From an optimization exercise on the open Yosys and OpenROAD flow, aimed at small area, a short achievable clock period and few clock cycles; shortcuts taken in it are not production practice.
At most, simulation tests tie the RTL to the original design; equivalence was not proved.
No activity file was given, so power comes from the tool's default toggle rates.

the reference run:
// kbd_scan_react
module kbd_scan_react (
    input  wire        clk,
    input  wire        rst,
    input  wire        cmd_valid,
    input  wire [7:0]  cmd,
    output wire        cmd_ready,
    output reg  [7:0]  row_n,
    input  wire [7:0]  col_n,
    input  wire [31:0] rnd_data,
    output reg         rnd_take,
    output wire [17:0] ev,
    output reg         led_valid,
    output reg  [23:0] led_data,
    output reg         draw_valid,
    output wire [1:0]  draw_sprite,
    output wire [2:0]  fault
);
    localparam [1:0] M_RAINBOW = 2'd0, M_LIGHTNING = 2'd1, M_CHASE = 2'd2, M_CHASE2 = 2'd3;
    localparam [3:0] S_IDLE = 4'd0,
                     S_SCAN = 4'd1,    
                     S_POP  = 4'd2,    
                     S_DBW  = 4'd3,    
                     S_LFW  = 4'd4,    
                     S_LF   = 4'd5,    
                     S_LW0  = 4'd6,    
                     S_LT0  = 4'd7,    
  ...
==> flow/config.mk <==
export PLATFORM = sky130hd
export DESIGN_NAME = kbd_scan_react
export DESIGN_NICKNAME = kbd_scan_react
export VERILOG_FILES = /design/flow/design.v
export SDC_FILE = /design/flow/constraint.sdc
export NUM_CORES = 8
export LEC_CHECK = 0
export CAP_MARGIN = 20
export CORE_MARGIN = 2
export CORE_UTILIZATION = 40
export PLACE_DENSITY = 0.6
export SLEW_MARGIN = 20
export SYNTH_HIERARCHICAL = 1
==> flow/constraint.sdc <==
create_clock -name core_clock -period 14.0 [get_ports {clk}]
set_input_delay 2.8000 -clock core_clock [delete_from_list [all_inputs] [get_ports {clk}]]
set_output_delay 2.8000 -clock core_clock [all_outputs]
set_load 0.01 [all_outputs]
standard.sh (not shown) runs the stock make flow with config.mk's settings and CLKGATE_MAP_FILE= SYNTH_SCRIPT=/design/flow/synth_recipe.tcl, a recipe that flattens the netlist after the stock synthesis.
==> flow/flow/run.sh <==
#!/bin/bash
# Standard ORFS layout (standard synthesis, unchanged). Timing repair aims at a
# larger setup slack than the default so that the achieved period is short.
set -euo pipefail
bash standard.sh SETUP_SLACK_MARGIN=10 CTS_CLUSTER_SIZE=24 CTS_CLUSTER_DIAMETER=70 finish > standard.log 2>&1
The reference run has completed all stages; timing, DRC and antenna checks passed.
> inputs changed (the reference run -> the trial run)
--- a/flow/design.v
+++ b/flow/design.v
@@ -37,22 +37,24 @@
     reg        rdy_ok;       
     reg        f_proto, f_ill;
     reg [2:0]  sc_row;
     reg        row_on;
     reg [2:0]  ic;           
     reg [2:0]   phi;
     reg [63:0]  rs;          
     reg [255:0] rc;          
     reg [63:0]  rsn;         
     reg         lap0;        
     reg [3:0]   pass;        
+    reg [7:0]   rhot;        
+    reg [7:0]   pmask;       
     reg [7:0]   bvalid;
     reg [7:0]   bkind;
     reg [2:0]   brow;
     reg [7:0]   evrow;
     reg [7:0]   ev_r;        
     reg [59:0] lk;           
     reg [11:0] lt;           
     reg [1:0]  fk;           
     reg        fws;          
     reg [7:0]  ft;
     reg        fpend;        
@@ -98,28 +100,33 @@
     always @* begin
         for (k = 0; k < 8; k = k + 1) begin
             uc   = u_c[4*k +: 4];
             udif = u_sn[k] ^ u_s[k];
             u_fire[k] = udif & (uc == 4'd14);
             u_pend[k] = &uc;
             u_s2[k]   = u_s[k] ^ u_fire[k];
             u_c2[4*k +: 4] = udif ? ((&uc) ? 4'd1 : uc + 4'd1) : 4'd0;
         end
     end
     wire        u_fany   = |u_fire;
+    reg         u_hot;
+    always @* begin
+        u_hot = 1'b0;
+        for (k = 0; k < 8; k = k + 1)
+            u_hot = u_hot | (u_c2[4*k +: 4] == 4'd14);
+    end
     wire [7:0]  lowmask  = (8'd1 << phi) - 8'd1;
     wire        ld_now   = !in_pass && (bvalid == 8'd0) && evrow[phi] && ((evrow & lowmask) == 8'd0);
     wire        q_any    = (bvalid != 8'd0) || (evrow != 8'd0);
-    wire [3:0]  p_last   = {1'b0, phi} + pass - 4'd1;
-    wire        p_early  = (bvalid != 8'd0) && !p_last[3] && (brow < phi);
-    wire        pop_wait = (in_pass && !p_early) || ((bvalid == 8'd0) && (evrow != 8'd0));
+    wire [7:0]  bmask    = (8'd1 << brow) - 8'd1;
+    wire        pop_wait = (bvalid != 8'd0) ? ((pmask & bmask) != 8'd0) : ((pmask != 8'd0) || (evrow != 8'd0));
     reg [2:0] b_col;
     integer n;
     always @* begin
         b_col = 3'd0;
         for (n = 7; n >= 0; n = n - 1)
             if (bvalid[n]) b_col = n;
     end
     wire b_kind  = bkind[b_col];
     wire b_press = (bvalid != 8'd0) && b_kind;
     wire [2:0] sn_wp = sc_row - phi - 3'd1;
     wire       sample = (st == S_SCAN) && row_on;
@@ -351,23 +358,23 @@
         if (lb_ld)   lb   <= rnd_data[0];
         if (ldim_ld) ldim <= c_dim;
         rs  <= {in_pass ? u_s2 : u_s, rs[63:8]};
         rc  <= {in_pass ? u_c2 : u_c, rc[255:32]};
         rsn <= {u_sn, rsn[63:8]};
         if (sample)
             rsn[8*sn_wp +: 8] <= ~col_n;
         if (rst) begin
             st <= S_IDLE; rdy <= 1'b1; rdy_ok <= 1'b1;
             f_proto <= 1'b0; f_ill <= 1'b0;
             sc_row <= 3'd0; row_on <= 1'b0; ic <= 3'd0; row_n <= 8'hFF;
-            phi <= 3'd0; lap0 <= 1'b1; pass <= 4'd0;
+            phi <= 3'd0; lap0 <= 1'b1; pass <= 4'd0; rhot <= 8'd0; pmask <= 8'd0;
             bvalid <= 8'd0; evrow <= 8'd0; ev_r <= 8'd0;
             lk <= {12{5'd31}}; fk <= 2'd1; fws <= 1'b0; ft <= 8'd255; fpend <= 1'b0;
             lcnt <= 7'd0; cidx <= 4'd0; cph <= 8'd255; mode <= M_RAINBOW;
             rsel <= 4'd1;
             sprite <= 2'd0; dd <= 32'd0;
             x_ltf <= 1'b0; x_lk <= 1'b0; x_lm <= 1'b0;
             x_dt <= 1'b0; x_dk <= 1'b0; x_lfin <= 1'b0; x_lw <= 1'b0; x_prev <= 1'b0;
             rnd_take <= 1'b0; led_valid <= 1'b0; draw_valid <= 1'b0;
             mcnt <= 3'd0; macc <= 4'd0; mvalid <= 1'b0;
         end else begin
             if (rnd_take) begin
@@ -382,22 +389,28 @@
                 if (mcnt != 3'd0 && mcnt != 3'd5)
                     macc <= ms3;
                 if (mcnt == 3'd5) begin
                     mvalid <= 1'b1; rj_q <= r_j; rtrig_q <= r_trig;
                 end else
                     mcnt <= mcnt + 3'd1;
             end
             ic <= row_on ? 3'd0 : (ic[2] ? 3'd4 : ic + 3'd1);
             phi   <= phi + 3'd1;
             if (phi == 3'd7) lap0 <= 1'b0;
             evrow <= evrow_nx;
+            if (in_pass) begin
+                rhot[phi]  <= u_hot;
+                pmask[phi] <= 1'b0;
+            end
+            if (pass_d == 4'd8)
+                pmask <= rhot;
             lk <= lk_n;
             if (x_lm) begin
                 if (mode == M_RAINBOW)
                     fpend <= 1'b1;
                 else begin
                     fk <= mode; cidx <= 4'd0; cph <= 8'd255;
                 end
             end else if (chase_upd | x_lk) begin
                 cidx <= cidx_next;
                 cph  <= cph + 8'd1;
             end
--- outcome ---
The flow did not stop early for the trial run: all stages ran, and the layout cleared the timing, design-rule and antenna checks. Global-route wire length before repair came out higher on the trial run than on the reference run. [compare] base=the reference run new=the trial run: synthesized cell area up 800 sq um; share of final-layout standard cells stronger than drive strength 1 down 0.53 points; final setup slack of the worst path decreased 0.074 ns. Via count of the first global-routing pass ends up lower on the reference run. Between the reference run and the trial run, the final weighted congestion of routability-driven global placement figures differ only marginally. As far as sum of internal, switching and leakage power is concerned, the reference run and the trial run perform about the same. The clock group share of total power in the trial run was lower than what the reference run gave. On the trial run: floorplan die area is 2.7% higher than what the reference run gave. When the final numbers for the reference run and the trial run were put side by side, the worst-case headroom to the max-slew limit turned out to be smaller in the trial run. Per the comparison of the trial run with the reference run, sequential cell count picked up an extra about 2.3%; post-synthesis to final-layout area growth neither gained nor lost much; sum of buffers and inverters on the critical path lost 2.
Testbench counts of the trial run, summed over its fixed seeds: cycles 1,055,818.
The RTL of the reference run was laid out without a check of its function.

==> port drivers added, routing unchanged <==
Ports are ideal in the flow. The routed layouts listed here were re-timed in OpenROAD.
Step 1 (the two cells are an assumption about what drives the block):
set clk [get_ports {clk}]
set_driving_cell -lib_cell sky130_fd_sc_hd__clkbuf_16 $clk
set_driving_cell -lib_cell sky130_fd_sc_hd__buf_2 [delete_from_list [all_inputs] $clk]
Step 2 also shifts input and output timing later by t, the mid clock arrival at the registers, as if the neighbouring blocks saw the same clock.
Slacks: ideal / step 1 / step 2; pairs: ideal / step 1.
run	t, ns	setup slack, ns	clock arrival spread, ns
the reference run	0.651	10.018 / 9.940 / 9.290	0.029 / 0.029
the trial run	0.665	9.944 / 9.948 / 9.282	0.046 / 0.045
After both steps every run listed still meets setup and hold. For the reference run, which loses most, drivers alone change the setup slack by -0.078 ns; drivers and shift together by -0.728 ns.
